This design comes from an exercise in tuning for small area on the open sky130 flow, not from production work. In this exercise RTL edits were held to simulation tests only and were not proved equivalent to the original. No activity file was given, so power comes from the tool's default toggle rates.

Design ft300_core, start of the top module:
module ft300_core (
    input  wire         clk,
    input  wire         rst,
    input  wire [63:0]  time_now,
    input  wire         cmd_valid,
    output wire         cmd_ready,
    input  wire [7:0]   cmd_word,
    input  wire         rx_valid,
    input  wire         rx_timeout,
    output wire         rx_ready,
    input  wire [7:0]   rx_data,
    output reg          rsp_valid,
    output reg  [2:0]   rsp_op,
    output reg  [3:0]   rsp_status,
    output wire [107:0] rsp_sample,
    output wire [63:0]  rsp_freq
);
Size in the first run: ~1800 cells after synthesis, ~18000 um2 of cells after synthesis.
export LEC_CHECK = 0
export ABC_CLOCK_PERIOD_IN_PS = 20000
export CAP_MARGIN = 20
export CORE_MARGIN = 2
export CORE_UTILIZATION = 65
export PLACE_DENSITY = 0.75
export SLEW_MARGIN = 20
create_clock -name core_clock -period 20.0 [get_ports {clk}]
standard.sh (not shown) runs the stock make flow with config.mk's settings and CLKGATE_MAP_FILE= SYNTH_SCRIPT=/design/flow/synth_recipe.tcl, a recipe that flattens the netlist after the stock synthesis.
==> flow/flow/run.sh <==
#!/bin/bash
# Standard ORFS flow with two layout choices changed: the port buffers use the
# smallest buffer cell, and clock tree synthesis adds no dummy loads.
set -euo pipefail
export BUFFER_PORTS_ARGS="-buffer_cell sky130_fd_sc_hd__buf_1"
export CTS_ARGS="-sink_clustering_enable -repair_clock_nets -dont_use_dummy_load -buf_list sky130_fd_sc_hd__clkbuf_8 -sink_clustering_size 18 -sink_clustering_max_diameter 45"
bash standard.sh > flow.log 2>&1
Then changed:
- ABC_CLOCK_PERIOD_IN_PS: 20000 -> not set
The new run ran to the end with no violations; final cell count stays the same; worst setup slack is unchanged; clock skew stays the same; final area does not change.
Then changed:
- ABC_AREA: not set -> 1
- ABC_CLOCK_PERIOD_IN_PS: not set -> 20000
Synthesized area barely changes.
Worst hold slack loses 17 ps.
Final area came out higher slightly.
Global-route usage came out lower by 1.2 points.
Wire length came out lower by a few percent.

---

Setup of juniper:
ft300_core, a different RTL version from the one above (not shown whole).
For scale: ~270 I/O pins.
export LEC_CHECK = 0
export CAP_MARGIN = 20
export CORE_MARGIN = 2
export CORE_UTILIZATION = 65
export PLACE_DENSITY = 0.75
export SLEW_MARGIN = 20
create_clock -name core_clock -period 20.0 [get_ports {clk}]
==> flow/flow/run.sh <==
#!/bin/bash
# The standard ORFS flow with a few layout choices changed:
#  - after the standard synthesis, the logic between the flip-flops is
#    re-mapped by ABC for area (flow/resyn.ys, flow/abc.script); the
#    flip-flops themselves are kept as the standard synthesis made them;
#  - the port buffers use the smallest buffer cell;
#  - clock tree synthesis uses clkbuf_4 with small clusters and no dummy loads.
# Each tool's output goes to a log file of its own in this folder.
set -euo pipefail
export BUFFER_PORTS_ARGS="-buffer_cell sky130_fd_sc_hd__buf_1"
export CTS_ARGS="-sink_clustering_enable -repair_clock_nets -dont_use_dummy_load -buf_list sky130_fd_sc_hd__clkbuf_4 -sink_clustering_size 10 -sink_clustering_max_diameter 30"
R=orfs/results/$FLOW_PLATFORM/ft300_core/base
LIB=$FLOW_HOME/platforms/$FLOW_PLATFORM/lib/sky130_fd_sc_hd__tt_025C_1v80.lib
YOSYS=$FLOW_HOME/../tools/install/yosys/bin/yosys
bash standard.sh synth > synth.log 2>&1
cp $R/1_2_yosys.v $R/1_2_yosys_standard.v
sed -e "s#@LIB@#$LIB#g" -e "s#@IN@#$R/1_2_yosys_standard.v#" -e "s#@OUT@#$R/1_2_yosys.v#" \
    -e "s#@TOP@#$FLOW_TOP#" -e "s#@ABC@#$PWD/flow/abc.script#" flow/resyn.ys > resyn_run.ys
$YOSYS -s resyn_run.ys > resyn.log 2>&1
rm -f $R/1_synth.odb $R/1_synth.sdc
bash standard.sh > flow.log 2>&1
Other scripts of this flow, unchanged in this note and not shown: flow/flow/abc.script, flow/flow/resyn.ys
juniper: full flow OK, the timing, design-rule and antenna checks passed
What lagoon does differently from juniper at the input level:
- changing CORE_UTILIZATION from 65 to 75
- changing PLACE_DENSITY from 0.75 to 0.85
--- a/flow/flow/run.sh
+++ b/flow/flow/run.sh
@@ -9,5 +9,5 @@
 set -euo pipefail
 export BUFFER_PORTS_ARGS="-buffer_cell sky130_fd_sc_hd__buf_1"
-export CTS_ARGS="-sink_clustering_enable -repair_clock_nets -dont_use_dummy_load -buf_list sky130_fd_sc_hd__clkbuf_4 -sink_clustering_size 10 -sink_clustering_max_diameter 30"
+export CTS_ARGS="-sink_clustering_enable -repair_clock_nets -dont_use_dummy_load -buf_list sky130_fd_sc_hd__clkbuf_4 -sink_clustering_size 9 -sink_clustering_max_diameter 26"
 R=orfs/results/$FLOW_PLATFORM/ft300_core/base
 LIB=$FLOW_HOME/platforms/$FLOW_PLATFORM/lib/sky130_fd_sc_hd__tt_025C_1v80.lib
[summary]
- lagoon: PASS, flow complete, no timing, DRC or antenna violations
- Sequential share of cell area: juniper vs lagoon, no meaningful difference
- Higher switching component of the power was reported by lagoon, not juniper.
- The final area was comparable across juniper and lagoon.
- Comparing juniper and lagoon, the higher number of fill cells in the layout was measured on juniper.
- Looking only at met2 track utilization from global routing, and setting everything else aside, the lower value of juniper and lagoon goes to juniper.
- Taking juniper as the reference, in lagoon internal power +about 1.7%, maximum clock rate -about 1.6%, routed wire length +6400 um, routed metal-1 wirelength +490 um, logic gate share of total power +0.5 points.
For nickel, these inputs were changed with respect to lagoon:
--- a/flow/flow/run.sh
+++ b/flow/flow/run.sh
@@ -9,5 +9,5 @@
 set -euo pipefail
 export BUFFER_PORTS_ARGS="-buffer_cell sky130_fd_sc_hd__buf_1"
-export CTS_ARGS="-sink_clustering_enable -repair_clock_nets -dont_use_dummy_load -buf_list sky130_fd_sc_hd__clkbuf_4 -sink_clustering_size 9 -sink_clustering_max_diameter 26"
+export CTS_ARGS="-sink_clustering_enable -repair_clock_nets -dont_use_dummy_load -buf_list sky130_fd_sc_hd__clkbuf_4 -sink_clustering_size 10 -sink_clustering_max_diameter 30"
 R=orfs/results/$FLOW_PLATFORM/ft300_core/base
 LIB=$FLOW_HOME/platforms/$FLOW_PLATFORM/lib/sky130_fd_sc_hd__tt_025C_1v80.lib
## What came out
Worst max-slew margin expressed relative to the limit came out higher on nickel than on lagoon. Going from lagoon to nickel, power after layout shrank by a few percent. Final instance count without filler cells: nickel vs lagoon down about 0.6%. nickel ends up with a fraction of the core area covered by cells at the end of the flow that is 0.48 points lower than in lagoon. lagoon has higher count of clock-buffer cells in the layout than nickel. Power share of the clock group was lower in nickel than in lagoon. nickel: relative area change from synthesis to final layout is 0.62 points lower than what lagoon reported. Between lagoon and nickel, the final area is lower for nickel. NOTE sum of routed wire length over all layers lagoon->nickel decreased slightly. From lagoon to nickel, number of cells produced by synthesis did not move at all.
#### Input delta (yarrow over nickel)
- a change of CORE_UTILIZATION from 75 to 70
- a change of PLACE_DENSITY from 0.85 to 0.8
Results
Each of the runs, namely yarrow and nickel, reached the end of the flow and came out clean. Diff nickel -> yarrow: net switching fraction of the power decreased 0.90 points, maximum number of pins on one net before global-route repair climbed 1.4%. Between nickel and yarrow, cell count of the worst reg-to-reg path decreased. nickel consumes more power than yarrow.

---

Another version of the RTL of ft300_core (not shown whole).
For scale: ~1600 cells after synthesis.
==> flow/design.v (excerpt) <==
module ft300_core (
    input  wire         clk,
    input  wire         rst,
    input  wire [63:0]  time_now,
    input  wire         cmd_valid,
    output wire         cmd_ready,
    input  wire [7:0]   cmd_word,
    input  wire         rx_valid,
    input  wire         rx_timeout,
    output wire         rx_ready,
    input  wire [7:0]   rx_data,
    output reg          rsp_valid,
    output reg  [2:0]   rsp_op,
    output reg  [3:0]   rsp_status,
    output wire [107:0] rsp_sample,
    output wire [63:0]  rsp_freq
);
export LEC_CHECK = 0
export CAP_MARGIN = 20
export CORE_MARGIN = 2
export CORE_UTILIZATION = 65
export PLACE_DENSITY = 0.75
export SLEW_MARGIN = 20
create_clock -name core_clock -period 20.0 [get_ports {clk}]
==> flow/flow/run.sh <==
#!/bin/bash
# The standard ORFS flow with a few layout choices changed:
#  - after the standard synthesis, the logic between the flip-flops is
#    re-mapped by ABC for area (flow/resyn.ys, flow/abc.script); the
#    flip-flops themselves are kept as the standard synthesis made them;
#  - the port buffers use the smallest buffer cell;
#  - clock tree synthesis uses clkbuf_4 with small clusters and no dummy loads.
# Each tool's output goes to a log file of its own in this folder.
set -euo pipefail
export BUFFER_PORTS_ARGS="-buffer_cell sky130_fd_sc_hd__buf_1"
export CTS_ARGS="-sink_clustering_enable -repair_clock_nets -dont_use_dummy_load -buf_list {sky130_fd_sc_hd__clkbuf_4 sky130_fd_sc_hd__clkbuf_16} -sink_clustering_buffer sky130_fd_sc_hd__clkbuf_4 -sink_clustering_size 10 -sink_clustering_max_diameter 30"
R=orfs/results/$FLOW_PLATFORM/ft300_core/base
LIB=$FLOW_HOME/platforms/$FLOW_PLATFORM/lib/sky130_fd_sc_hd__tt_025C_1v80.lib
YOSYS=$FLOW_HOME/../tools/install/yosys/bin/yosys
bash standard.sh synth > synth.log 2>&1
cp $R/1_2_yosys.v $R/1_2_yosys_standard.v
sed -e "s#@LIB@#$LIB#g" -e "s#@IN@#$R/1_2_yosys_standard.v#" -e "s#@OUT@#$R/1_2_yosys.v#" \
    -e "s#@TOP@#$FLOW_TOP#" -e "s#@ABC@#$PWD/flow/abc.script#" flow/resyn.ys > resyn_run.ys
$YOSYS -s resyn_run.ys > resyn.log 2>&1
rm -f $R/1_synth.odb $R/1_synth.sdc
bash standard.sh > flow.log 2>&1
Other scripts of this flow, unchanged in this note and not shown: flow/flow/abc.script, flow/flow/resyn.ys
The first run passed the timing, design-rule and antenna checks.
Rerun with:
--- a/flow/flow/run.sh
+++ b/flow/flow/run.sh
@@ -11 +11 @@
-export CTS_ARGS="-sink_clustering_enable -repair_clock_nets -dont_use_dummy_load -buf_list {sky130_fd_sc_hd__clkbuf_4 sky130_fd_sc_hd__clkbuf_16} -sink_clustering_buffer sky130_fd_sc_hd__clkbuf_4 -sink_clustering_size 10 -sink_clustering_max_diameter 30"
+export CTS_ARGS="-sink_clustering_enable -repair_clock_nets -dont_use_dummy_load -buf_list sky130_fd_sc_hd__clkbuf_4 -sink_clustering_size 12 -sink_clustering_max_diameter 24"
Outcome:
- The changed run went through all stages and came out clean
- global-route usage rises by 0.38 points
- design area is about the same
- die area does not change
- fmax falls by 3.0%
- synthesized cell count is unchanged
- clock-buffer cell count rises by 20
- wire length rises by 1.0%
- combinational power hardly moves
Rerun with:
--- a/flow/flow/run.sh
+++ b/flow/flow/run.sh
@@ -11 +11 @@
-export CTS_ARGS="-sink_clustering_enable -repair_clock_nets -dont_use_dummy_load -buf_list sky130_fd_sc_hd__clkbuf_4 -sink_clustering_size 12 -sink_clustering_max_diameter 24"
+export CTS_ARGS="-sink_clustering_enable -repair_clock_nets -dont_use_dummy_load -buf_list sky130_fd_sc_hd__clkbuf_4 -sink_clustering_size 10 -sink_clustering_max_diameter 30"
Settings changed: CORE_UTILIZATION 65 to 50, PLACE_DENSITY 0.75 to 0.65.
The changed run finished with timing, DRC and antenna clean. Wire length grows by about 3.3%. Via count shrinks by 2.2%. Clock-buffer cell count drops by 10. Non-clock buffer count is higher by 1. Design area stays flat. Power came out lower by 1.6%. Sequential share of layout area fell by 0.11 points. Clock skew falls by 0.030 ns. Final cell count rose by 3.2%. Utilization went down by 17 points.
Rerun with:
Settings changed: CORE_UTILIZATION 50 to 75, PLACE_DENSITY 0.65 to 0.85.
Outcome:
- via count increases by a few percent
- sequential power hardly moves
- worst setup slack is better by 0.15 ns
- combinational power is higher by a few percent
- final area is lower slightly
- final cell count decreases by a few percent
- core utilization is higher by 27 points
- count of clock-buffer cells in the layout falls by 17
- area after synthesis stays the same
- global-route usage grows by 11 points
- routed wire length rose by a few percent
Rerun with:
Settings changed: CORE_UTILIZATION 75 to 65, PLACE_DENSITY 0.85 to 0.75.
The changed run completed with no timing, DRC or antenna violations.
Power rose slightly.
Via count fell by a few percent.
Sequential cell count stays the same.
Wire length fell by roughly a tenth.
Setup slack is better by 0.10 ns.
Sequential power hardly moves.
Cell area rose slightly.
Die area rose by about a fifth.

---

before:
Another version of the RTL of ft300_core (not shown whole).
Size in the first run: roughly 270 I/O pins, roughly 17,000 µm² of cells after synthesis.
## ft300_core
module ft300_core (
    input  wire         clk,
    input  wire         rst,
    input  wire [63:0]  time_now,
    input  wire         cmd_valid,
    output wire         cmd_ready,
    input  wire [7:0]   cmd_word,
    input  wire         rx_valid,
    input  wire         rx_timeout,
    output wire         rx_ready,
    input  wire [7:0]   rx_data,
    output reg          rsp_valid,
    output reg  [2:0]   rsp_op,
    output reg  [3:0]   rsp_status,
    output wire [107:0] rsp_sample,
    output wire [63:0]  rsp_freq
);
    localparam [2:0] S_IDLE = 3'd0, S_DISC = 3'd1, S_CAPT = 3'd2,
                     S_READY = 3'd3, S_READING = 3'd4, S_STOP = 3'd5;
    localparam [2:0] D_IDLE = 3'd0, D_EPASS = 3'd1, D_WAITS = 3'd2, D_E = 3'd3,
                     D_LOAD = 3'd4, D_STEP = 3'd5, D_ROUND = 3'd6, D_DONE = 3'd7;
    integer k;
    reg  [2:0] ph8;
    reg  [2:0] p5;
    wire ph8_0 = (ph8 == 3'd0);
    wire ph8_7 = (ph8 == 3'd7);
    wire p5_0  = (p5 == 3'd0);
    wire p5_4  = (p5 == 3'd4);
    always @(posedge clk) begin
        if (rst) begin
            ph8 <= 3'd0;
            p5  <= 3'd0;
        end else begin
            ph8 <= ph8 + 3'd1;
            p5  <= p5_4 ? 3'd0 : p5 + 3'd1;
        end
    end
    reg [2:0] sess;
    reg       busy;           
    reg [5:0] ctr;            
    wire [4:0] cnt = ctr[4:0];
    reg       prev20;
    reg       calm;           
    reg       zref_zero;      
    reg       wclr;           
    reg       freq_en;        
    reg       jclr, jload;
    reg       copy_run, clr_run;
    reg [2:0] dstate;
    wire [5:0] step = ctr;
    wire       rmode = (dstate == D_LOAD) || (dstate == D_STEP);   
    wire [7:0] rin;
    wire inflight = (sess == S_DISC) || (sess == S_CAPT) || (sess == S_READING);
    wire ev_cycle = !busy && ph8_7;
    assign cmd_ready = ev_cycle && !inflight;
    assign rx_ready  = ev_cycle && inflight;
    wire cmd_fire  = cmd_valid && cmd_ready;
    wire to_fire   = rx_ready && rx_timeout;
    wire byte_fire = rx_ready && rx_valid && !rx_timeout;
    wire [2:0] c_op  = cmd_word[2:0];
    wire       c_cal = cmd_word[3];
    wire       c_bad = (cmd_word[7:4] != 4'd0) || (c_op > 3'd4) || (c_cal && (c_op != 3'd1));
    wire [5:0] ctr1  = ctr + 6'd1;
  ...
export LEC_CHECK = 0
export CAP_MARGIN = 20
export CORE_MARGIN = 2
export CORE_UTILIZATION = 65
export PLACE_DENSITY = 0.75
export SLEW_MARGIN = 20
create_clock -name core_clock -period 20.0 [get_ports {clk}]
==> flow/flow/run.sh <==
#!/bin/bash
# The standard ORFS flow with a few layout choices changed:
#  - after the standard synthesis, the logic between the flip-flops is
#    re-mapped by ABC for area (flow/resyn.ys); the flip-flops themselves are
#    kept as the standard synthesis made them;
#  - the port buffers use the smallest buffer cell;
#  - clock tree synthesis uses clkbuf_8 with small clusters and no dummy loads.
# Each tool's output goes to a log file of its own in this folder.
set -euo pipefail
export BUFFER_PORTS_ARGS="-buffer_cell sky130_fd_sc_hd__buf_1"
export CTS_ARGS="-sink_clustering_enable -repair_clock_nets -dont_use_dummy_load -buf_list sky130_fd_sc_hd__clkbuf_8 -sink_clustering_size 18 -sink_clustering_max_diameter 45"
R=orfs/results/$FLOW_PLATFORM/ft300_core/base
LIB=$FLOW_HOME/platforms/$FLOW_PLATFORM/lib/sky130_fd_sc_hd__tt_025C_1v80.lib
YOSYS=$FLOW_HOME/../tools/install/yosys/bin/yosys
bash standard.sh synth > synth.log 2>&1
cp $R/1_2_yosys.v $R/1_2_yosys_standard.v
sed -e "s#@LIB@#$LIB#g" -e "s#@IN@#$R/1_2_yosys_standard.v#" -e "s#@OUT@#$R/1_2_yosys.v#" \
    -e "s#@TOP@#$FLOW_TOP#" flow/resyn.ys > resyn_run.ys
$YOSYS -s resyn_run.ys > resyn.log 2>&1
rm -f $R/1_synth.odb $R/1_synth.sdc
bash standard.sh > flow.log 2>&1
Other scripts of this flow, unchanged in this note and not shown: flow/flow/resyn.ys
before completed end to end with timing, DRC and antenna clean.
Input changes introduced in after (baseline for comparison: before):
-- flow/flow/run.sh --
<<< before, line 9
set -euo pipefail
export BUFFER_PORTS_ARGS="-buffer_cell sky130_fd_sc_hd__buf_1"
export CTS_ARGS="-sink_clustering_enable -repair_clock_nets -dont_use_dummy_load -buf_list sky130_fd_sc_hd__clkbuf_8 -sink_clustering_size 18 -sink_clustering_max_diameter 45"
R=orfs/results/$FLOW_PLATFORM/ft300_core/base
LIB=$FLOW_HOME/platforms/$FLOW_PLATFORM/lib/sky130_fd_sc_hd__tt_025C_1v80.lib
>>> after, line 9
set -euo pipefail
export BUFFER_PORTS_ARGS="-buffer_cell sky130_fd_sc_hd__buf_1"
export CTS_ARGS="-sink_clustering_enable -repair_clock_nets -dont_use_dummy_load -buf_list sky130_fd_sc_hd__clkbuf_4 -sink_clustering_size 12 -sink_clustering_max_diameter 35"
R=orfs/results/$FLOW_PLATFORM/ft300_core/base
LIB=$FLOW_HOME/platforms/$FLOW_PLATFORM/lib/sky130_fd_sc_hd__tt_025C_1v80.lib
### Flow results
Comparing before and after, the lower clock network fraction of total power is on after.
Diff before -> after | final core utilization | decrease of 0.53 points
The combinational power share in after sits 0.3 points above the value recorded for before.
Sum of met3 wire segment lengths after detailed routing was lower in before than in after.
Per the comparison of after with before, wire length picked up an extra about 0.7%, setup slack after layout lost 0.15 ns, headroom to the max-slew limit lost 1.4 points, final non-filler cell area lost about 0.7%, share of the clock period used by the worst path picked up an extra 0.76 points.
On largest stage delay on the critical path, the lower figure sits with before, not after.

-- separate check: timing with driven ports --
The flow's constraints put no driver on any port. The routed layouts listed below were extracted and timed again, unchanged, in two steps. Step 1, drivers: a clkbuf_16 drives clk and a buf_2 each remaining input, both assumed. Step 2 adds t to the input delays and takes it off the output delays; t is the mean of the earliest and latest rising clock arrival at the registers after step 1. Input paths then give back, and output paths get back, about the clock's delay inside the block. a / b / c = no drivers / after step 1 / after step 2; a / b = the first two.
run	shift t [ns]	setup WS [ns]	worst hold slack (ns)	worst register clock-pin slew, ns
the first run of note 1	0.594	13.691 / 13.644 / 13.734	0.319 / 0.319 / 0.319	0.10 / 0.10
the second run of note 1	0.594	13.691 / 13.644 / 13.734	0.319 / 0.319 / 0.319	0.10 / 0.10
the third run of note 1	0.603	13.252 / 13.206 / 13.809	0.302 / 0.302 / 0.302	0.10 / 0.10
juniper	0.694	13.660 / 13.611 / 13.507	0.272 / 0.272 / 0.272	0.11 / 0.11
lagoon	0.732	13.558 / 13.515 / 13.542	0.255 / 0.255 / 0.255	0.11 / 0.11
nickel	0.715	13.565 / 13.519 / 13.577	0.268 / 0.268 / 0.268	0.13 / 0.13
yarrow	0.703	13.529 / 13.482 / 13.535	0.261 / 0.261 / 0.261	0.11 / 0.11
the first run of note 3	0.551	13.633 / 13.588 / 13.508	0.292 / 0.292 / 0.292	0.10 / 0.10
the second run of note 3	0.737	13.439 / 13.394 / 13.559	0.284 / 0.284 / 0.284	0.10 / 0.10
the third run of note 3	0.741	13.206 / 13.161 / 13.383	0.257 / 0.257 / 0.257	0.10 / 0.10
the fourth run of note 3	0.715	13.359 / 13.316 / 13.596	0.264 / 0.264 / 0.264	0.10 / 0.10
the fifth run of note 3	0.724	13.463 / 13.414 / 13.497	0.259 / 0.259 / 0.259	0.10 / 0.10
before	0.595	13.628 / 13.581 / 13.493	0.261 / 0.261 / 0.261	0.11 / 0.11
after	0.731	13.476 / 13.429 / 13.497	0.248 / 0.248 / 0.248	0.12 / 0.12
After both steps every run listed still meets setup and hold. The setup slack of juniper, which loses most, moves by -0.049 ns with the drivers and by -0.153 ns with both steps.
